This is an optimization exercise on Yosys and OpenROAD, whose aim is small area, a short achievable clock period and few clock cycles, not a production implementation. Function was checked by simulation only, so behaviour that the tests miss may differ from the original. No activity file was given, so power comes from the tool's default toggle rates.

--- config.mk ---
export PLATFORM = sky130hd
export DESIGN_NAME = crpe
export DESIGN_NICKNAME = crpe
export VERILOG_FILES = /design/flow/design.v
export SDC_FILE = /design/flow/constraint.sdc
export NUM_CORES = 4
export LEC_CHECK = 0
export CAP_MARGIN = 20
export CELL_PAD_IN_SITES_DETAIL_PLACEMENT = 0
export CELL_PAD_IN_SITES_GLOBAL_PLACEMENT = 1
export CORE_MARGIN = 2
export CORE_UTILIZATION = 40
export GPL_ROUTABILITY_DRIVEN = 1
export GPL_TIMING_DRIVEN = 1
export PLACE_DENSITY = 0.5
export SLEW_MARGIN = 20
--- constraint.sdc ---
create_clock -name core_clock -period 12.0 [get_ports {clk}]
set_input_delay 2.4000 -clock core_clock [delete_from_list [all_inputs] [get_ports {clk}]]
set_output_delay 2.4000 -clock core_clock [all_outputs]
set_load 0.01 [all_outputs]
--- design.v ---
module crpe (
    input  wire         clk,
    input  wire         rst_n,
    input  wire         wr_en,
    input  wire [1:0]   wr_sel,
    input  wire [4:0]   wr_addr,
    input  wire [7:0]   wr_data,
    input  wire         cmd_valid,
    input  wire [3:0]   cmd_op,
    input  wire         cfg_ns3,
    input  wire [1:0]   cfg_porder,
    input  wire [7:0]   cfg_rounds,
    input  wire [5:0]   cfg_len,
    input  wire [4:0]   cfg_klen,
    input  wire [4:0]   cfg_slen,
    input  wire [4:0]   cfg_s2len,
    output reg          busy,
    output reg          done,
    output reg          err,
    output reg  [2:0]   ecode,
    output reg  [3:0]   kpos,
    output reg  [3:0]   spos,
    output reg  [3:0]   s2pos,
    output reg          swdir,
    output reg          cdir,
    output wire [255:0] data_out
);
    localparam OP_NOP     = 4'd0;
    localparam OP_ENC     = 4'd1;
    localparam OP_DEC     = 4'd2;
    localparam OP_PBYTEF  = 4'd3;
    localparam OP_PBYTEB  = 4'd4;
    localparam OP_PBITF   = 4'd5;
    localparam OP_PBITB   = 4'd6;
    localparam OP_RECBYTE = 4'd7;
    localparam OP_RECBIT  = 4'd8;
    localparam ST_IDLE  = 3'd0;
    localparam ST_DEC   = 3'd1;    
    localparam ST_PREP  = 3'd2;    
    localparam ST_START = 3'd3;    
    localparam ST_RUN   = 3'd4;    
    localparam ST_DRAIN = 3'd5;    
    reg [255:0] data_r;
    reg [7:0]   key_r   [0:15];
    reg [7:0]   salt_r  [0:15];
    reg [7:0]   salt2_r [0:15];
    assign data_out = data_r;
    reg [2:0]   st;
    reg         ns3_r;
    reg [1:0]   porder_r;
    reg [7:0]   rounds_r;     
    reg [5:0]   len_r;
    reg [4:0]   klen_r;
    reg [4:0]   slen_r;
    reg [4:0]   s2len_r;
    reg  multi_r, back_r, rec_r, onebit_r, dec_r;
    wire in_multi = (cmd_op == OP_ENC) || (cmd_op == OP_DEC);
    wire e_ill    = (cmd_op > OP_RECBIT);
    wire e_key    = (cfg_klen == 5'd0) || (cfg_slen == 5'd0) ||
                    (cfg_ns3 && cfg_s2len == 5'd0);
    wire e_neg    = in_multi && cfg_rounds[7];
    wire e_por    = in_multi && (cfg_porder == 2'd3);
    wire e_len    = (cfg_len > 6'd32) || (cfg_klen > 5'd16) ||
                    (cfg_slen > 5'd16) || (cfg_ns3 && cfg_s2len > 5'd16);
    reg [2:0] in_ecode;
    always @(*) begin
        if (e_ill)      in_ecode = 3'd1;
        else if (e_key) in_ecode = 3'd2;
        else if (e_neg) in_ecode = 3'd3;
        else if (e_por) in_ecode = 3'd4;
        else if (e_len) in_ecode = 3'd5;
        else            in_ecode = 3'd0;
    end
    reg [2:0] dec_ecode;      
    reg       nop_r;          
    reg       len0_r;         
    reg [1:0]   pidx;
    reg [7:0]   ai;           
    reg         pfirst;       
    reg [2:0]   pc;           
    reg [3:0]   kst_byte, sst_byte, s2st_byte;
    reg [3:0]   kst_bit,  sst_bit,  s2st_bit;
    reg [3:0]   rk, rs, rs2;
    wire [1:0] npass_m1 = (porder_r == 2'd2) ? 2'd2 : 2'd1;
    function seq_layer(input [1:0] porder, input [1:0] p);
        seq_layer = (porder == 2'd1) ? (p == 2'd0) : (p == 2'd1);
    endfunction
    wire       cur_bit   = multi_r ? seq_layer(porder_r, pidx) : onebit_r;
    wire [4:0] lm1       = len_r[4:0] - 5'd1;           
    wire [7:0] nm1       = cur_bit ? {lm1, 3'b111} : {3'b000, lm1};
    reg        lastq;         
    reg        last2q;        
    wire       last_el   = lastq;
    wire       lastq_nx  = (ai == 8'd2);
    wire       last2q_nx = (ai == 8'd3);
    wire       len_one   = (len_r == 6'd1);
    wire       len_two   = (len_r == 6'd2);
    wire       first_bit = multi_r ? seq_layer(porder_r, dec_r ? npass_m1 : 2'd0) : onebit_r;
    wire       pair      = !lastq;
    wire       pass_end  = lastq || last2q;
    wire       last_pass = back_r ? (pidx == 2'd0) : (pidx == npass_m1);
    wire       cmd_last  = pass_end && (!multi_r || (last_pass && rounds_r == 8'd0));
    wire [1:0] nx_pidx   = !last_pass ? (back_r ? pidx - 2'd1 : pidx + 2'd1)
                                      : (back_r ? npass_m1 : 2'd0);
    wire [3:0] kpos_nx  = back_r ? ((kpos == 4'd0) ? klen_r[3:0] - 4'd1 : kpos - 4'd1)
                                 : ((kpos == klen_r[3:0] - 4'd1) ? 4'd0 : kpos + 4'd1);
    wire [3:0] spos_nx  = back_r ? ((spos == 4'd0) ? slen_r[3:0] - 4'd1 : spos - 4'd1)
                                 : ((spos == slen_r[3:0] - 4'd1) ? 4'd0 : spos + 4'd1);
    wire [3:0] s2pos_nx = back_r ? ((s2pos == 4'd0) ? s2len_r[3:0] - 4'd1 : s2pos - 4'd1)
                                 : ((s2pos == s2len_r[3:0] - 4'd1) ? 4'd0 : s2pos + 4'd1);
    function [3:0] cur2(input [3:0] c, input [4:0] len, input back);
        reg [4:0] u;
        begin
            if (len == 5'd1)
                cur2 = 4'd0;
            else if (!back) begin
                u = {1'b0, c} + 5'd2;
                cur2 = (u >= len) ? u - len : u[3:0];
            end else begin
                cur2 = (c < 4'd2) ? c + len[3:0] - 4'd2 : c - 4'd2;
            end
        end
    endfunction
    wire [3:0] kpos_nx2  = cur2(kpos,  klen_r,  back_r);
    wire [3:0] spos_nx2  = cur2(spos,  slen_r,  back_r);
    wire [3:0] s2pos_nx2 = cur2(s2pos, s2len_r, back_r);
    function [3:0] cstep(input [3:0] r, input b, input [4:0] len);
        reg [4:0] x;
        begin
            x = {r, b};
            cstep = (x >= len) ? (x - len) : x[3:0];
        end
    endfunction
    reg  [7:0] pseq;
    wire [3:0] rk_h  = cstep(rk,  pseq[7], klen_r);
    wire [3:0] rs_h  = cstep(rs,  pseq[7], slen_r);
    wire [3:0] rs2_h = cstep(rs2, pseq[7], s2len_r);
    wire [3:0] rk_n  = cstep(rk_h,  pseq[6], klen_r);
    wire [3:0] rs_n  = cstep(rs_h,  pseq[6], slen_r);
    wire [3:0] rs2_n = cstep(rs2_h, pseq[6], s2len_r);
    wire       pi_bit = (st == ST_RUN) ? seq_layer(porder_r, nx_pidx) : cur_bit;
    wire [3:0] pi_k   = !back_r ? 4'd0 : (pi_bit ? kst_bit  : kst_byte);
    wire [3:0] pi_s   = !back_r ? 4'd0 : (pi_bit ? sst_bit  : sst_byte);
    wire [3:0] pi_s2  = !back_r ? 4'd0 : (pi_bit ? s2st_bit : s2st_byte);
    wire [7:0] pi_i   = pi_bit ? {lm1, 3'b111} : {3'b000, lm1};
    wire       pi_sw  = back_r && (pi_bit || ~len_r[0]);
    always @(posedge clk) begin
        if (!busy) begin
            ns3_r    <= cfg_ns3;
            porder_r <= cfg_porder;
            rounds_r <= cfg_rounds;
            len_r    <= cfg_len;
            klen_r   <= cfg_klen;
            slen_r   <= cfg_slen;
            s2len_r  <= cfg_s2len;
            dec_ecode <= in_ecode;
            nop_r    <= (cmd_op == OP_NOP);
            multi_r  <= in_multi;
            dec_r    <= (cmd_op == OP_DEC);
            back_r   <= (cmd_op == OP_DEC)   || (cmd_op == OP_PBYTEB) ||
                        (cmd_op == OP_PBITB) || (cmd_op == OP_RECBYTE) ||
                        (cmd_op == OP_RECBIT);
            rec_r    <= (cmd_op == OP_RECBYTE) || (cmd_op == OP_RECBIT);
            onebit_r <= (cmd_op == OP_PBITF) || (cmd_op == OP_PBITB) ||
                        (cmd_op == OP_RECBIT);
            len0_r   <= (cfg_len == 6'd0);
        end else if (st == ST_RUN && pass_end && last_pass) begin
            rounds_r <= rounds_r - 8'd1;
        end
    end
    wire       pipe_busy;
    wire       dv;
    reg        wq_en;
    reg [1:0]  wq_sel;
    reg [3:0]  wq_addr;
    reg [7:0]  wq_data;
    always @(posedge clk) begin
        wq_en   <= rst_n && !busy && wr_en && (wr_sel != 2'd0) && !wr_addr[4];
        wq_sel  <= wr_sel;
        wq_addr <= wr_addr[3:0];
        wq_data <= wr_data;
        if (wq_en && wq_sel == 2'd1) key_r[wq_addr]   <= wq_data;
        if (wq_en && wq_sel == 2'd2) salt_r[wq_addr]  <= wq_data;
        if (wq_en && wq_sel == 2'd3) salt2_r[wq_addr] <= wq_data;
    end
    always @(posedge clk) begin
        if (!rst_n) begin
            st     <= ST_IDLE;
            busy   <= 1'b0;
            done   <= 1'b0;
            err    <= 1'b0;
            ecode  <= 3'd0;
            kpos   <= 4'd0;
            spos   <= 4'd0;
            s2pos  <= 4'd0;
            swdir  <= 1'b0;
            cdir   <= 1'b0;
        end else begin
            done <= 1'b0;
            case (st)
            ST_IDLE: begin
                if (cmd_valid) begin
                    busy <= 1'b1;
                    st   <= ST_DEC;
                end
            end
            ST_DEC: begin
                pidx <= dec_r ? npass_m1 : 2'd0;
                pc   <= 3'd0;
                pseq <= {lm1, 3'b111};
                rk   <= 4'd0;
                rs   <= 4'd0;
                rs2  <= 4'd0;
                if (nop_r) begin
                    busy <= 1'b0;
                    done <= 1'b1;
                    st   <= ST_IDLE;
                end else if (dec_ecode != 3'd0) begin
                    busy  <= 1'b0;
                    done  <= 1'b1;
                    err   <= 1'b1;
                    ecode <= dec_ecode;
                    st    <= ST_IDLE;
                end else begin
                    err   <= 1'b0;
                    ecode <= 3'd0;
                    cdir  <= back_r;
                    if (len0_r) begin
                        busy <= 1'b0;
                        done <= 1'b1;
                        st   <= ST_IDLE;
                        if (!back_r) begin
                            kpos  <= 4'd0;
                            spos  <= 4'd0;
                            if (ns3_r) s2pos <= 4'd0;
                            swdir <= 1'b0;
                        end else begin
                            kpos  <= klen_r[3:0] - 4'd1;
                            spos  <= slen_r[3:0] - 4'd1;
                            if (ns3_r) s2pos <= s2len_r[3:0] - 4'd1;
                            swdir <= 1'b1;
                        end
                    end else if (back_r) begin
                        st <= ST_PREP;
                    end else begin
                        st     <= ST_RUN;
                        kpos   <= 4'd0;
                        spos   <= 4'd0;
                        if (ns3_r) s2pos <= 4'd0;
                        ai     <= first_bit ? {lm1, 3'b111} : {3'b000, lm1};
                        swdir  <= 1'b0;
                        pfirst <= 1'b1;
                        lastq  <= !first_bit && len_one;
                        last2q <= !first_bit && len_two;
                    end
                end
            end
            ST_PREP: begin
                pc  <= pc + 3'd1;
                pseq <= {pseq[5:0], 2'b00};
                rk  <= rk_n;
                rs  <= rs_n;
                rs2 <= rs2_n;
                if (pc == 3'd2) begin
                    kst_byte  <= rk_h;
                    sst_byte  <= rs_h;
                    s2st_byte <= rs2_h;
                end
                if (pc == 3'd3) begin
                    kst_bit  <= rk_n;
                    sst_bit  <= rs_n;
                    s2st_bit <= rs2_n;
                    st <= ST_START;
                end
            end
            ST_START: begin
                kpos  <= pi_k;
                spos  <= pi_s;
                if (ns3_r) s2pos <= pi_s2;
                swdir <= pi_sw;
                ai    <= pi_i;
                pfirst <= 1'b1;
                lastq <= !pi_bit && len_one;
                last2q <= !pi_bit && len_two;
                if (rec_r) begin
                    busy  <= 1'b0;
                    done  <= 1'b1;
                    st    <= ST_IDLE;
                end else begin
                    st    <= ST_RUN;
                end
            end
            ST_RUN: begin
                pfirst <= 1'b0;
                if (cmd_last) begin
                    kpos  <= pair ? kpos_nx2 : kpos_nx;
                    spos  <= pair ? spos_nx2 : spos_nx;
                    if (ns3_r) s2pos <= pair ? s2pos_nx2 : s2pos_nx;
                    swdir <= swdir ^ !pair;
                    st    <= ST_DRAIN;
                end else if (pass_end) begin
                    pidx   <= nx_pidx;
                    kpos   <= pi_k;
                    spos   <= pi_s;
                    if (ns3_r) s2pos <= pi_s2;
                    ai     <= pi_i;
                    swdir  <= pi_sw;
                    pfirst <= 1'b1;
                    lastq  <= !pi_bit && len_one;
                    last2q <= !pi_bit && len_two;
                end else begin
                    kpos   <= kpos_nx2;
                    spos   <= spos_nx2;
                    if (ns3_r) s2pos <= s2pos_nx2;
                    ai     <= ai - 8'd2;
                    lastq  <= lastq_nx;
                    last2q <= last2q_nx;
                end
            end
            ST_DRAIN: begin
                if (dv && !pipe_busy) begin
                    busy <= 1'b0;
                    done <= 1'b1;
                    st   <= ST_IDLE;
                end
            end
            default: st <= ST_IDLE;
            endcase
        end
    end
    function [4:0] hstep(input [4:0] r, input b, input [5:0] len);
        reg [6:0] d;
        begin
            d = {1'b0, r, b} - {1'b0, len};
            hstep = d[6] ? {r[3:0], b} : d[4:0];
        end
    endfunction
    function [4:0] h4step(input [4:0] r, input [1:0] b, input [5:0] len, input [6:0] l3);
        reg [6:0] x;
        reg [7:0] d1, d2, d3;
        begin
            x  = {r, b};
            d1 = {1'b0, x} - {2'b00, len};
            d2 = {1'b0, x} - {1'b0, len, 1'b0};
            d3 = {1'b0, x} - {1'b0, l3};
            if (!d3[7])      h4step = d3[4:0];
            else if (!d2[7]) h4step = d2[4:0];
            else if (!d1[7]) h4step = d1[4:0];
            else             h4step = x[4:0];
        end
    endfunction
    reg [6:0] len3_r;
    always @(posedge clk)
        if (st == ST_DEC) len3_r <= {1'b0, len_r} + {len_r, 1'b0};
    reg        va1, vb1, bit1, first1;
    reg [7:0]  kba1, sba1, s2ba1, kbb1, sbb1, s2bb1;
    always @(posedge clk) begin
        if (!rst_n) begin
            va1 <= 1'b0;
            vb1 <= 1'b0;
        end else begin
            va1 <= (st == ST_RUN);
            vb1 <= (st == ST_RUN) && pair;
        end
        bit1   <= cur_bit;
        first1 <= pfirst;
        kba1   <= key_r[kpos];
        sba1   <= salt_r[spos];
        s2ba1  <= ns3_r ? salt2_r[s2pos] : 8'd1;
        kbb1   <= key_r[kpos_nx];
        sbb1   <= salt_r[spos_nx];
        s2bb1  <= ns3_r ? salt2_r[s2pos_nx] : 8'd1;
    end
    reg        va2, vb2, bit2, first2;
    reg [7:0]  s2ba2, s2bb2;
    reg [15:0] pa2, pb2;
    always @(posedge clk) begin
        if (!rst_n) begin
            va2 <= 1'b0;
            vb2 <= 1'b0;
        end else begin
            va2 <= va1;
            vb2 <= vb1;
        end
        bit2   <= bit1;
        first2 <= first1;
        s2ba2  <= s2ba1;
        s2bb2  <= s2bb1;
        pa2    <= kba1 * sba1;
        pb2    <= kbb1 * sbb1;
    end
    reg        va3, vb3, bit3, first3;
    reg [19:0] pla3, pha3, plb3, phb3;
    always @(posedge clk) begin
        if (!rst_n) begin
            va3 <= 1'b0;
            vb3 <= 1'b0;
        end else begin
            va3 <= va2;
            vb3 <= vb2;
        end
        bit3   <= bit2;
        first3 <= first2;
        pla3   <= pa2 * s2ba2[3:0];
        pha3   <= pa2 * s2ba2[7:4];
        plb3   <= pb2 * s2bb2[3:0];
        phb3   <= pb2 * s2bb2[7:4];
    end
    wire [23:0] offa_c = {4'd0, pla3} + {pha3, 4'd0};
    wire [23:0] offb_c = {4'd0, plb3} + {phb3, 4'd0};
    reg [5:0] len3;
    always @(posedge clk) len3 <= len_r;
    reg        va4, vb4, bit4, first4;
    reg [5:0]  len4;
    reg [4:0]  ra4;
    reg [22:0] xa4;
    reg [7:0] hra4_c;
    always @(*) begin
        hra4_c = 8'd0;
        hra4_c = {3'd0, hstep(hra4_c[4:0], offa_c[23], len3)};
    end
    reg [4:0]  rb4;
    reg [22:0] xb4;
    reg [7:0] hrb4_c;
    always @(*) begin
        hrb4_c = 8'd0;
        hrb4_c = {3'd0, hstep(hrb4_c[4:0], offb_c[23], len3)};
    end
    always @(posedge clk) begin
        if (!rst_n) begin
            va4 <= 1'b0;
            vb4 <= 1'b0;
        end else begin
            va4 <= va3;
            vb4 <= vb3;
        end
        bit4   <= bit3;
        first4 <= first3;
        len4 <= len3;
        ra4 <= hra4_c[4:0];
        xa4 <= offa_c[22:0];
        rb4 <= hrb4_c[4:0];
        xb4 <= offb_c[22:0];
    end
    reg        va5, vb5, bit5, first5;
    reg [5:0]  len5;
    reg [4:0]  ra5;
    reg [20:0] xa5;
    reg [7:0] hra5_c;
    always @(*) begin
        hra5_c = {3'd0, ra4};
        hra5_c = {3'd0, hstep(hra5_c[4:0], xa4[22], len4)};
        hra5_c = {3'd0, hstep(hra5_c[4:0], xa4[21], len4)};
    end
    reg [4:0]  rb5;
    reg [20:0] xb5;
    reg [7:0] hrb5_c;
    always @(*) begin
        hrb5_c = {3'd0, rb4};
        hrb5_c = {3'd0, hstep(hrb5_c[4:0], xb4[22], len4)};
        hrb5_c = {3'd0, hstep(hrb5_c[4:0], xb4[21], len4)};
    end
    always @(posedge clk) begin
        if (!rst_n) begin
            va5 <= 1'b0;
            vb5 <= 1'b0;
        end else begin
            va5 <= va4;
            vb5 <= vb4;
        end
        bit5   <= bit4;
        first5 <= first4;
        len5 <= len4;
        ra5 <= hra5_c[4:0];
        xa5 <= xa4[20:0];
        rb5 <= hrb5_c[4:0];
        xb5 <= xb4[20:0];
    end
    reg        va6, vb6, bit6, first6;
    reg [5:0]  len6;
    reg [4:0]  ra6;
    reg [18:0] xa6;
    reg [7:0] hra6_c;
    always @(*) begin
        hra6_c = {3'd0, ra5};
        hra6_c = {3'd0, hstep(hra6_c[4:0], xa5[20], len5)};
        hra6_c = {3'd0, hstep(hra6_c[4:0], xa5[19], len5)};
    end
    reg [4:0]  rb6;
    reg [18:0] xb6;
    reg [7:0] hrb6_c;
    always @(*) begin
        hrb6_c = {3'd0, rb5};
        hrb6_c = {3'd0, hstep(hrb6_c[4:0], xb5[20], len5)};
        hrb6_c = {3'd0, hstep(hrb6_c[4:0], xb5[19], len5)};
    end
    always @(posedge clk) begin
        if (!rst_n) begin
            va6 <= 1'b0;
            vb6 <= 1'b0;
        end else begin
            va6 <= va5;
            vb6 <= vb5;
        end
        bit6   <= bit5;
        first6 <= first5;
        len6 <= len5;
        ra6 <= hra6_c[4:0];
        xa6 <= xa5[18:0];
        rb6 <= hrb6_c[4:0];
        xb6 <= xb5[18:0];
    end
    reg        va7, vb7, bit7, first7;
    reg [5:0]  len7;
    reg [4:0]  ra7;
    reg [16:0] xa7;
    reg [7:0] hra7_c;
    always @(*) begin
        hra7_c = {3'd0, ra6};
        hra7_c = {3'd0, hstep(hra7_c[4:0], xa6[18], len6)};
        hra7_c = {3'd0, hstep(hra7_c[4:0], xa6[17], len6)};
    end
    reg [4:0]  rb7;
    reg [16:0] xb7;
    reg [7:0] hrb7_c;
    always @(*) begin
        hrb7_c = {3'd0, rb6};
        hrb7_c = {3'd0, hstep(hrb7_c[4:0], xb6[18], len6)};
        hrb7_c = {3'd0, hstep(hrb7_c[4:0], xb6[17], len6)};
    end
    always @(posedge clk) begin
        if (!rst_n) begin
            va7 <= 1'b0;
            vb7 <= 1'b0;
        end else begin
            va7 <= va6;
            vb7 <= vb6;
        end
        bit7   <= bit6;
        first7 <= first6;
        len7 <= len6;
        ra7 <= hra7_c[4:0];
        xa7 <= xa6[16:0];
        rb7 <= hrb7_c[4:0];
        xb7 <= xb6[16:0];
    end
    reg        va8, vb8, bit8, first8;
    reg [5:0]  len8;
    reg [4:0]  ra8;
    reg [14:0] xa8;
    reg [7:0] hra8_c;
    always @(*) begin
        hra8_c = {3'd0, ra7};
        hra8_c = {3'd0, hstep(hra8_c[4:0], xa7[16], len7)};
        hra8_c = {3'd0, hstep(hra8_c[4:0], xa7[15], len7)};
    end
    reg [4:0]  rb8;
    reg [14:0] xb8;
    reg [7:0] hrb8_c;
    always @(*) begin
        hrb8_c = {3'd0, rb7};
        hrb8_c = {3'd0, hstep(hrb8_c[4:0], xb7[16], len7)};
        hrb8_c = {3'd0, hstep(hrb8_c[4:0], xb7[15], len7)};
    end
    always @(posedge clk) begin
        if (!rst_n) begin
            va8 <= 1'b0;
            vb8 <= 1'b0;
        end else begin
            va8 <= va7;
            vb8 <= vb7;
        end
        bit8   <= bit7;
        first8 <= first7;
        len8 <= len7;
        ra8 <= hra8_c[4:0];
        xa8 <= xa7[14:0];
        rb8 <= hrb8_c[4:0];
        xb8 <= xb7[14:0];
    end
    reg        va9, vb9, bit9, first9;
    reg [5:0]  len9;
    reg [4:0]  ra9;
    reg [12:0] xa9;
    reg [7:0] hra9_c;
    always @(*) begin
        hra9_c = {3'd0, ra8};
        hra9_c = {3'd0, hstep(hra9_c[4:0], xa8[14], len8)};
        hra9_c = {3'd0, hstep(hra9_c[4:0], xa8[13], len8)};
    end
    reg [4:0]  rb9;
    reg [12:0] xb9;
    reg [7:0] hrb9_c;
    always @(*) begin
        hrb9_c = {3'd0, rb8};
        hrb9_c = {3'd0, hstep(hrb9_c[4:0], xb8[14], len8)};
        hrb9_c = {3'd0, hstep(hrb9_c[4:0], xb8[13], len8)};
    end
    always @(posedge clk) begin
        if (!rst_n) begin
            va9 <= 1'b0;
            vb9 <= 1'b0;
        end else begin
            va9 <= va8;
            vb9 <= vb8;
        end
        bit9   <= bit8;
        first9 <= first8;
        len9 <= len8;
        ra9 <= hra9_c[4:0];
        xa9 <= xa8[12:0];
        rb9 <= hrb9_c[4:0];
        xb9 <= xb8[12:0];
    end
    reg        va10, vb10, bit10, first10;
    reg [5:0]  len10;
    reg [4:0]  ra10;
    reg [10:0] xa10;
    reg [7:0] hra10_c;
    always @(*) begin
        hra10_c = {3'd0, ra9};
        hra10_c = {3'd0, hstep(hra10_c[4:0], xa9[12], len9)};
        hra10_c = {3'd0, hstep(hra10_c[4:0], xa9[11], len9)};
    end
    reg [4:0]  rb10;
    reg [10:0] xb10;
    reg [7:0] hrb10_c;
    always @(*) begin
        hrb10_c = {3'd0, rb9};
        hrb10_c = {3'd0, hstep(hrb10_c[4:0], xb9[12], len9)};
        hrb10_c = {3'd0, hstep(hrb10_c[4:0], xb9[11], len9)};
    end
    always @(posedge clk) begin
        if (!rst_n) begin
            va10 <= 1'b0;
            vb10 <= 1'b0;
        end else begin
            va10 <= va9;
            vb10 <= vb9;
        end
        bit10   <= bit9;
        first10 <= first9;
        len10 <= len9;
        ra10 <= hra10_c[4:0];
        xa10 <= xa9[10:0];
        rb10 <= hrb10_c[4:0];
        xb10 <= xb9[10:0];
    end
    reg        va11, vb11, bit11, first11;
    reg [5:0]  len11;
    reg [4:0]  ra11;
    reg [8:0] xa11;
    reg [7:0] hra11_c;
    always @(*) begin
        hra11_c = {3'd0, ra10};
        hra11_c = {3'd0, hstep(hra11_c[4:0], xa10[10], len10)};
        hra11_c = {3'd0, hstep(hra11_c[4:0], xa10[9], len10)};
    end
    reg [4:0]  rb11;
    reg [8:0] xb11;
    reg [7:0] hrb11_c;
    always @(*) begin
        hrb11_c = {3'd0, rb10};
        hrb11_c = {3'd0, hstep(hrb11_c[4:0], xb10[10], len10)};
        hrb11_c = {3'd0, hstep(hrb11_c[4:0], xb10[9], len10)};
    end
    always @(posedge clk) begin
        if (!rst_n) begin
            va11 <= 1'b0;
            vb11 <= 1'b0;
        end else begin
            va11 <= va10;
            vb11 <= vb10;
        end
        bit11   <= bit10;
        first11 <= first10;
        len11 <= len10;
        ra11 <= hra11_c[4:0];
        xa11 <= xa10[8:0];
        rb11 <= hrb11_c[4:0];
        xb11 <= xb10[8:0];
    end
    reg        va12, vb12, bit12, first12;
    reg [5:0]  len12;
    reg [4:0]  ra12;
    reg [6:0] xa12;
    reg [7:0] hra12_c;
    always @(*) begin
        hra12_c = {3'd0, ra11};
        hra12_c = {3'd0, hstep(hra12_c[4:0], xa11[8], len11)};
        hra12_c = {3'd0, hstep(hra12_c[4:0], xa11[7], len11)};
    end
    reg [4:0]  rb12;
    reg [6:0] xb12;
    reg [7:0] hrb12_c;
    always @(*) begin
        hrb12_c = {3'd0, rb11};
        hrb12_c = {3'd0, hstep(hrb12_c[4:0], xb11[8], len11)};
        hrb12_c = {3'd0, hstep(hrb12_c[4:0], xb11[7], len11)};
    end
    always @(posedge clk) begin
        if (!rst_n) begin
            va12 <= 1'b0;
            vb12 <= 1'b0;
        end else begin
            va12 <= va11;
            vb12 <= vb11;
        end
        bit12   <= bit11;
        first12 <= first11;
        len12 <= len11;
        ra12 <= hra12_c[4:0];
        xa12 <= xa11[6:0];
        rb12 <= hrb12_c[4:0];
        xb12 <= xb11[6:0];
    end
    reg        va13, vb13, bit13, first13;
    reg [5:0]  len13;
    reg [4:0]  ra13;
    reg [4:0] xa13;
    reg [7:0] hra13_c;
    always @(*) begin
        hra13_c = {3'd0, ra12};
        hra13_c = {3'd0, hstep(hra13_c[4:0], xa12[6], len12)};
        hra13_c = {3'd0, hstep(hra13_c[4:0], xa12[5], len12)};
    end
    reg [4:0]  rb13;
    reg [4:0] xb13;
    reg [7:0] hrb13_c;
    always @(*) begin
        hrb13_c = {3'd0, rb12};
        hrb13_c = {3'd0, hstep(hrb13_c[4:0], xb12[6], len12)};
        hrb13_c = {3'd0, hstep(hrb13_c[4:0], xb12[5], len12)};
    end
    always @(posedge clk) begin
        if (!rst_n) begin
            va13 <= 1'b0;
            vb13 <= 1'b0;
        end else begin
            va13 <= va12;
            vb13 <= vb12;
        end
        bit13   <= bit12;
        first13 <= first12;
        len13 <= len12;
        ra13 <= hra13_c[4:0];
        xa13 <= xa12[4:0];
        rb13 <= hrb13_c[4:0];
        xb13 <= xb12[4:0];
    end
    reg        va14, vb14, bit14, first14;
    reg [5:0]  len14;
    reg [4:0]  ra14;
    reg [2:0] xa14;
    reg [7:0] hra14_c;
    always @(*) begin
        hra14_c = {3'd0, ra13};
        hra14_c = {3'd0, hstep(hra14_c[4:0], xa13[4], len13)};
        hra14_c = {3'd0, hstep(hra14_c[4:0], xa13[3], len13)};
    end
    reg [4:0]  rb14;
    reg [2:0] xb14;
    reg [7:0] hrb14_c;
    always @(*) begin
        hrb14_c = {3'd0, rb13};
        hrb14_c = {3'd0, hstep(hrb14_c[4:0], xb13[4], len13)};
        hrb14_c = {3'd0, hstep(hrb14_c[4:0], xb13[3], len13)};
    end
    always @(posedge clk) begin
        if (!rst_n) begin
            va14 <= 1'b0;
            vb14 <= 1'b0;
        end else begin
            va14 <= va13;
            vb14 <= vb13;
        end
        bit14   <= bit13;
        first14 <= first13;
        len14 <= len13;
        ra14 <= hra14_c[4:0];
        xa14 <= xa13[2:0];
        rb14 <= hrb14_c[4:0];
        xb14 <= xb13[2:0];
    end
    reg        va15, vb15, bit15, first15;
    reg [5:0]  len15;
    reg [6:0]  ra15;
    reg [0:0] xa15;
    reg [7:0] hra15_c;
    always @(*) begin
        hra15_c = {3'd0, ra14};
        hra15_c = bit14 ? {hra15_c[6:0], xa14[2]} : {3'd0, hstep(hra15_c[4:0], xa14[2], len14)};
        hra15_c = bit14 ? {hra15_c[6:0], xa14[1]} : {3'd0, hstep(hra15_c[4:0], xa14[1], len14)};
    end
    reg [6:0]  rb15;
    reg [0:0] xb15;
    reg [7:0] hrb15_c;
    always @(*) begin
        hrb15_c = {3'd0, rb14};
        hrb15_c = bit14 ? {hrb15_c[6:0], xb14[2]} : {3'd0, hstep(hrb15_c[4:0], xb14[2], len14)};
        hrb15_c = bit14 ? {hrb15_c[6:0], xb14[1]} : {3'd0, hstep(hrb15_c[4:0], xb14[1], len14)};
    end
    always @(posedge clk) begin
        if (!rst_n) begin
            va15 <= 1'b0;
            vb15 <= 1'b0;
        end else begin
            va15 <= va14;
            vb15 <= vb14;
        end
        bit15   <= bit14;
        first15 <= first14;
        len15 <= len14;
        ra15 <= hra15_c[6:0];
        xa15 <= xa14[0:0];
        rb15 <= hrb15_c[6:0];
        xb15 <= xb14[0:0];
    end
    reg        va16, vb16, bit16, first16;
    reg [5:0]  len16;
    reg [7:0]  ra16;
    reg [7:0] hra16_c;
    always @(*) begin
        hra16_c = {1'd0, ra15};
        hra16_c = bit15 ? {hra16_c[6:0], xa15[0]} : {3'd0, hstep(hra16_c[4:0], xa15[0], len15)};
    end
    reg [7:0]  rb16;
    reg [7:0] hrb16_c;
    always @(*) begin
        hrb16_c = {1'd0, rb15};
        hrb16_c = bit15 ? {hrb16_c[6:0], xb15[0]} : {3'd0, hstep(hrb16_c[4:0], xb15[0], len15)};
    end
    always @(posedge clk) begin
        if (!rst_n) begin
            va16 <= 1'b0;
            vb16 <= 1'b0;
        end else begin
            va16 <= va15;
            vb16 <= vb15;
        end
        bit16   <= bit15;
        first16 <= first15;
        len16 <= len15;
        ra16 <= hra16_c[7:0];
        rb16 <= hrb16_c[7:0];
    end
    reg [7:0] ica, icb;
    wire [7:0] ic_start = !back_r ? 8'd0 : (bit15 ? {lm1, 3'b111} : {3'b000, lm1});
    wire [7:0] ic_start_b = back_r ? ic_start - 8'd1 : 8'd1;
    always @(posedge clk) begin
        if (va15) begin
            ica <= first15 ? ic_start   : (back_r ? ica - 8'd2 : ica + 8'd2);
            icb <= first15 ? ic_start_b : (back_r ? icb - 8'd2 : icb + 8'd2);
        end
    end
    function [7:0] target(input [7:0] i, input [7:0] m, input [8:0] n);
        reg [8:0] up_s, up_t, dn_t;
        begin
            up_s = {1'b0, i} + {1'b0, m};
            up_t = (up_s >= n) ? up_s - n : up_s;
            dn_t = (i >= m) ? {1'b0, i} - {1'b0, m} : {1'b0, i} + n - {1'b0, m};
            target = i[0] ? up_t[7:0] : dn_t[7:0];
        end
    endfunction
    wire [8:0] n_c  = bit16 ? {len_r, 3'b000} : {3'b000, len_r};
    wire [7:0] ta_c = target(ica, ra16, n_c);
    wire [7:0] tb_c = target(icb, rb16, n_c);
    reg         tva, tvb, tbit, teqa, teqb;
    reg [7:0]   tia, tta, tib, ttb;
    always @(posedge clk) begin
        if (!rst_n) begin
            tva <= 1'b0;
            tvb <= 1'b0;
        end else begin
            tva <= va16;
            tvb <= vb16;
        end
        tbit <= bit16;
        teqa <= (ra16 == 8'd0);
        teqb <= (rb16 == 8'd0);
        tia  <= bit16 ? ica  : {ica[4:0], 3'b000};
        tta  <= bit16 ? ta_c : {ta_c[4:0], 3'b000};
        tib  <= bit16 ? icb  : {icb[4:0], 3'b000};
        ttb  <= bit16 ? tb_c : {tb_c[4:0], 3'b000};
    end
    reg         dva, dvb, dbit, deqa, deqb;
    reg [7:0]   dia, dta, dib, dtb;
    reg [31:0]  dia_q, dta_q, dib_q, dtb_q;
    reg [3:0]   fia, fta, fib, ftb;     
    reg         fib_ta, fib_ia, ftb_ta, ftb_ia;
    always @(posedge clk) begin
        if (!rst_n) begin
            dva <= 1'b0;
            dvb <= 1'b0;
        end else begin
            dva <= tva;
            dvb <= tvb;
        end
        dbit  <= tbit;
        deqa  <= teqa;
        deqb  <= teqb;
        dia   <= tia;
        dta   <= tta;
        dib   <= tib;
        dtb   <= ttb;
        dia_q <= 32'd1 << tia[7:3];
        dta_q <= 32'd1 << tta[7:3];
        dib_q <= 32'd1 << tib[7:3];
        dtb_q <= 32'd1 << ttb[7:3];
        fia <= {dvb && tia[7:3] == dtb[7:3], dvb && tia[7:3] == dib[7:3],
                 dva && tia[7:3] == dta[7:3], dva && tia[7:3] == dia[7:3]};
        fta <= {dvb && tta[7:3] == dtb[7:3], dvb && tta[7:3] == dib[7:3],
                 dva && tta[7:3] == dta[7:3], dva && tta[7:3] == dia[7:3]};
        fib <= {dvb && tib[7:3] == dtb[7:3], dvb && tib[7:3] == dib[7:3],
                 dva && tib[7:3] == dta[7:3], dva && tib[7:3] == dia[7:3]};
        ftb <= {dvb && ttb[7:3] == dtb[7:3], dvb && ttb[7:3] == dib[7:3],
                 dva && ttb[7:3] == dta[7:3], dva && ttb[7:3] == dia[7:3]};
        fib_ta <= (tib == tta);
        fib_ia <= (tib == tia);
        ftb_ta <= (ttb == tta);
        ftb_ia <= (ttb == tia);
    end
    assign pipe_busy = va1 || va2 || va3 || va4 || va5 || va6 || va7 || va8 || va9 || va10 || va11 || va12 || va13 || va14 || va15 || va16 || va16 || tva || dva;
    reg         wva, wvb, wbit;
    reg [7:0]   wia, wta, wib, wtb;
    reg [7:0]   wvta, wvia, wvtb, wvib;
    assign dv = wva;
    reg  [7:0] m_ta, m_ia, m_tb, m_ib;      
    function [7:0] rdfw(input [255:0] d, input [31:0] sel, input [2:0] lane, input isbit,
                        input [3:0] f,
                        input [7:0] mta, input [7:0] mia, input [7:0] mtb, input [7:0] mib,
                        input [7:0] vta, input [7:0] via, input [7:0] vtb, input [7:0] vib);
        reg [7:0] by;
        integer l, q;
        begin
            by = 8'd0;
            for (q = 0; q < 32; q = q + 1)
                by = by | ({8{sel[q]}} & d[q*8 +: 8]);
            for (l = 0; l < 8; l = l + 1) begin
                if (f[3] && mtb[l])      by[l] = vtb[l];
                else if (f[2] && mib[l]) by[l] = vib[l];
                else if (f[1] && mta[l]) by[l] = vta[l];
                else if (f[0] && mia[l]) by[l] = via[l];
            end
            rdfw = isbit ? {8{by[lane]}} : by;
        end
    endfunction
    wire [7:0] xia = rdfw(data_r, dia_q, dia[2:0], dbit, fia,
                          m_ta, m_ia, m_tb, m_ib, wvta, wvia, wvtb, wvib);
    wire [7:0] xta = rdfw(data_r, dta_q, dta[2:0], dbit, fta,
                          m_ta, m_ia, m_tb, m_ib, wvta, wvia, wvtb, wvib);
    wire [7:0] vta = !dbit ? xia : (!back_r ? ~xia : (deqa ? ~xta : xia));
    wire [7:0] via = !dbit ? xta : ( back_r ? ~xta : (deqa ? ~xia : xta));
    wire [7:0] xib_r = rdfw(data_r, dib_q, dib[2:0], dbit, fib,
                            m_ta, m_ia, m_tb, m_ib, wvta, wvia, wvtb, wvib);
    wire [7:0] xtb_r = rdfw(data_r, dtb_q, dtb[2:0], dbit, ftb,
                            m_ta, m_ia, m_tb, m_ib, wvta, wvia, wvtb, wvib);
    wire [7:0] xib = fib_ta ? vta : fib_ia ? via : xib_r;
    wire [7:0] xtb = ftb_ta ? vta : ftb_ia ? via : xtb_r;
    wire [7:0] vtb = !dbit ? xib : (!back_r ? ~xib : (deqb ? ~xtb : xib));
    wire [7:0] vib = !dbit ? xtb : ( back_r ? ~xtb : (deqb ? ~xib : xtb));
    always @(posedge clk) begin
        if (!rst_n) begin
            wva <= 1'b0;
            wvb <= 1'b0;
        end else begin
            wva <= dva;
            wvb <= dvb;
        end
        wbit <= dbit;
        wia  <= dia;
        wta  <= dta;
        wib  <= dib;
        wtb  <= dtb;
        wvta <= vta;
        wvia <= via;
        wvtb <= vtb;
        wvib <= vib;
        m_ta <= dbit ? (8'd1 << dta[2:0]) : 8'hff;
        m_ia <= dbit ? (8'd1 << dia[2:0]) : 8'hff;
        m_tb <= dbit ? (8'd1 << dtb[2:0]) : 8'hff;
        m_ib <= dbit ? (8'd1 << dib[2:0]) : 8'hff;
    end
    genvar gq, gb;
    generate
        for (gq = 0; gq < 32; gq = gq + 1) begin : g_byte
            wire hsel = wr_en && (wr_sel == 2'd0) && (wr_addr == gq);
            wire taq  = wva && (wta[7:3] == gq);
            wire iaq  = wva && (wia[7:3] == gq);
            wire tbq  = wvb && (wtb[7:3] == gq);
            wire ibq  = wvb && (wib[7:3] == gq);
            for (gb = 0; gb < 8; gb = gb + 1) begin : g_bit
                wire tas = taq && (!wbit || wta[2:0] == gb);
                wire ias = iaq && (!wbit || wia[2:0] == gb);
                wire tbs = tbq && (!wbit || wtb[2:0] == gb);
                wire ibs = ibq && (!wbit || wib[2:0] == gb);
                always @(posedge clk) begin
                    if (busy ? (tas || ias || tbs || ibs) : hsel)
                        data_r[gq*8+gb] <= !busy ? wr_data[gb] :
                                           tbs ? wvtb[gb] : ibs ? wvib[gb] :
                                           tas ? wvta[gb] : wvia[gb];
                end
            end
        end
    endgenerate
endmodule
--- run.sh ---
#!/bin/bash
# synth_recipe.tcl (not shown) runs the flow's synth.tcl, then flattens the netlist and writes it again
# the make line also repeats each setting of config.mk as NAME=value (left out here)
make -C /OpenROAD-flow-scripts/flow DESIGN_CONFIG=/design/flow/config.mk WORK_HOME=/design/flow/orfs CLKGATE_MAP_FILE= SYNTH_SCRIPT=/design/flow/synth_recipe.tcl finish
==> impl_results.md <==
- Result of the run: finished clean
- Starting Density: 40.2%
- DP HPWL: 413 mm
- Sink Count: 1861
- Distinct cells, synth: 94
- Vias per inst: 6.44
- Post-CTS setup buffers: 0
- Worst EP arrival: 2880 ps
- Power Dens Cells: 337 nW/um^2
- DRC viols: 0
- Root Buffer: clkbuf_16
- Vias: 107000
- Chip Width: 537 um
- Antenna violations before repair: 83
- Fraction of layout cells with a size suffix above 1: 8.34%
- Rows: 195
- DRT iter0 DRCs: 15300
- Largest family of logic cells by synthesized area: compound AO/OA/AOI/OAI gates
- Vias in the first global route: 102000
- Compound-Gate Fraction of Synth Area: 18.3%
- Largest net degree at the start of global routing: 173
- Gpl congestion: 1.09
- Fin crit share: 44.0%
- Routed WL: 595 mm
- WHS: 288 ps
- Pins Over Slew Limit: 0
- CTS clock-pin slew for the worst setup and hold paths: 60 ps
- Worst Path Required: 9600 ps
- Max-cap violations: 0
- Worst Path Buf+Inv: 1
- Rel. slew slack: 9.83%
- Crit path max-delay family: flip-flops
- Multiplexer share of the synthesized area: 6.26%
- TNS Setup: 0 ps
- Slowest cell on crit path: edfxtp_1
- Pwr Total: 43.8 mW
- CTS tree: built
- Syn Area/Cell: 9.15 um^2
- Antenna viol nets, final: 0
- WS Path Type: flop to output pin
- Synth Area in Simple Gates: 15.7%
- Total Routing Usage GR: 40.0%
- Clock Latency Late Sink: 910 ps
- CP Cell Sequence: clkdlybuf4s50_1
- Htree depth: 4
- VDD IR max: 672 uV
- RSZ-0062 raised after global routing: false
- Adder and majority cell fraction of the synthesized area: 11.8%
- Type of the worst min-delay path: flop to flop
- Fin Clk Skew: 55.4 ps
- R2r setup slk: 6750 ps
- Final setup violation count: 0
- Static leakage: 50.8 nW
- Final Hold Fails: 0
- I/O pins: 331
- Grt ovf: 0
- Startpoint types: flop
- Hold_buf cts: 0
- Cell Area, Synth: 114000 um^2
- Worst slew pin tran: 1350 ps
- Core Region: 282000 um^2
- TritonCTS buffer count: 213
- I/O Buffers: 330
- Crit-path max cell delay: 1240 ps
- Area grow syn2layout: 14.4%
- Final min period: 5280 ps
- FMAX: 190 MHz
- Ys async rst share: 0%
- Final net count: 13500
- Main flop type after synthesis: dfxtp_1
- YS warnings: 1
- # resized after CTS: 0
- CP endpoint kind: output pin
- Cells after Synth: 12400
- Seq cells post-synth: 1861
- Crit-path max FO: 5
- Area share of xor/xnor cells in the synthesized design: 3.75%
- First-pass GRT wire length: 811 mm
- Clk buf depth: 4
- Number of synthesized flops with an enable pin: 757
- Sequential fraction of the synthesis area: 39.5%
- Die ar.: 288000 um^2
- Drt wl/cell: 35.7 um
- DRT Pass-1 Iters: 10
- Die Ht: 537 um
layer usage:
layer | track usage [%] | part of all wire, %
met4 | 29.7 | 9.0
met3 | 16.1 | 13
met2 | 58.2 | 41
met1 | 47.2 | 37
met5 | 1.97 | 0.12
area by class of cell:
class	count	area [um^2]
fillers	26700	152000
clock buffers	283	6060
clock inverters	114	1370
repair buffers	681	5970
well taps	3743	4680
multi-input cells	9160	64000
inverters	617	2320
flip-flops and latches	1861	45000
diodes	211	528
kinds of logic after synthesis:
| family | count (synthesis) |
|---|---|
| buffers and inverters | 1393 |
| flip-flops | 1861 |
| adder cells (fa/ha/maj) | 915 |
| XOR/XNOR | 486 |
| multiplexers | 548 |
| AO/OA/AOI/OAI | 3261 |
| AND/OR/NAND/NOR | 3946 |
| other | 1 |
synthesized netlist by cell type (106+ instances only):
library cell,instances,area [um^2]
edfxtp_1,757,22700
clkbuf_1,692,2600
nor2b_1,114,713
o21ai_0,752,3760
dfxtp_1,1104,22100
nand3_1,160,801
a211oi_1,386,2900
ha_1,648,8110
nand4_1,106,663
and2_1,367,2300
a21o_1,211,1580
nor3_1,340,1700
nor2_1,1408,5290
mux4_2,122,2750
a21oi_1,910,4550
nand2_1,1137,4270
a22oi_1,333,2500
mux2i_1,351,3510
inv_1,611,2290
xnor2_1,299,2620
xor2_1,187,1640
fa_1,266,5330
through the flow:
| stage | std cells | utilization, % | worst slack (ps) | cell area (um^2) |
|---|---|---|---|---|
| floorplan | 12400 | - | 7580 | 114000 |
| global placement | 16100 | 43.2 | 6480 | 122000 |
| detailed placement | 16100 | 43.2 | 6440 | 122000 |
| CTS | 16500 | 45.8 | 6850 | 129000 |
| global route | 16600 | 46.0 | 6420 | 130000 |
| finish | 16700 | 46.0 | 6720 | 130000 |
state kept, by name, summed over array words and instances, names as in the netlist, 15 cells and up:
register  cells
data_r      256
dia_q        32
dib_q        32
dta_q        32
dtb_q        32
key_r       128
pa2          16
pb2          16
pha3         20
phb3         20
pla3         20
plb3         20
salt2_r     128
salt_r      128
xa4          23
xa5          21
xa6          19
xa7          17
xa8          15
xb4          23
xb5          21
xb6          19
xb7          17
xb8          15
path summary, 6_finish.rpt:
check,startpoint,to,cells after the start
worst max-delay path,data_r[226],data_out[226],1
worst min-delay path,xb5[17],xb6[17],0
worst max register to register,wvtb[5],wvib[2],13
worst min register to register,xb5[17],xb6[17],0
report_power, final:
group	switching [mW]	internal, mW	total [mW]
Sequential	3.26	8.60	11.9
Clock	2.90	4.03	6.94
Combinational	15.3	9.70	25.0
placed cells by master (no fill, tap or decap), drive strengths merged, types with 92 or more instances in the layout:
| cell type | count |
|---|---|
| and2 | 370 |
| ha | 648 |
| nand3 | 161 |
| fa | 266 |
| nand2b | 103 |
| inv | 627 |
| edfxtp | 757 |
| nor2b | 114 |
| nand4 | 107 |
| buf | 352 |
| a22o | 92 |
| a221oi | 98 |
| nor2 | 1408 |
| nor3 | 340 |
| xnor2 | 299 |
| dfxtp | 1104 |
| a211oi | 387 |
| a31oi | 98 |
| xor2 | 187 |
| o21ai | 764 |
| nand2 | 1137 |
| a21o | 211 |
| a22oi | 333 |
| mux2i | 351 |
| clkbuf | 283 |
| diode | 211 |
| clkdlybuf4s50 | 329 |
| a21oi | 912 |
| mux4 | 122 |
Testbench counts, summed over its fixed seeds: cycles 46,315.

[what the ideal ports hide]
The results above use ideal ports. As a check the final layout listed here was re-extracted and re-timed, cells and wires unchanged.
Step 1 assumes that a clkbuf_16 drives the clock port and a buf_2 every other input.
Step 2, shift: input delay + t, output delay - t, t = (earliest + latest rising clock arrival at the registers) / 2. This alone moves slack from input paths to output paths.
Slacks: ideal ports / drivers / drivers and shift; pairs: ideal ports / drivers.
shift t [ns]: 0.988
setup slack, ns: 6.723 / 6.618 / 6.275
worst register clock-pin slew, ns: 0.09 / 0.09
cell pins on the clock port's net: 1
After both steps setup and hold are still met in this run. The setup slack of this run moves by -0.105 ns with the drivers and by -0.448 ns with both steps.
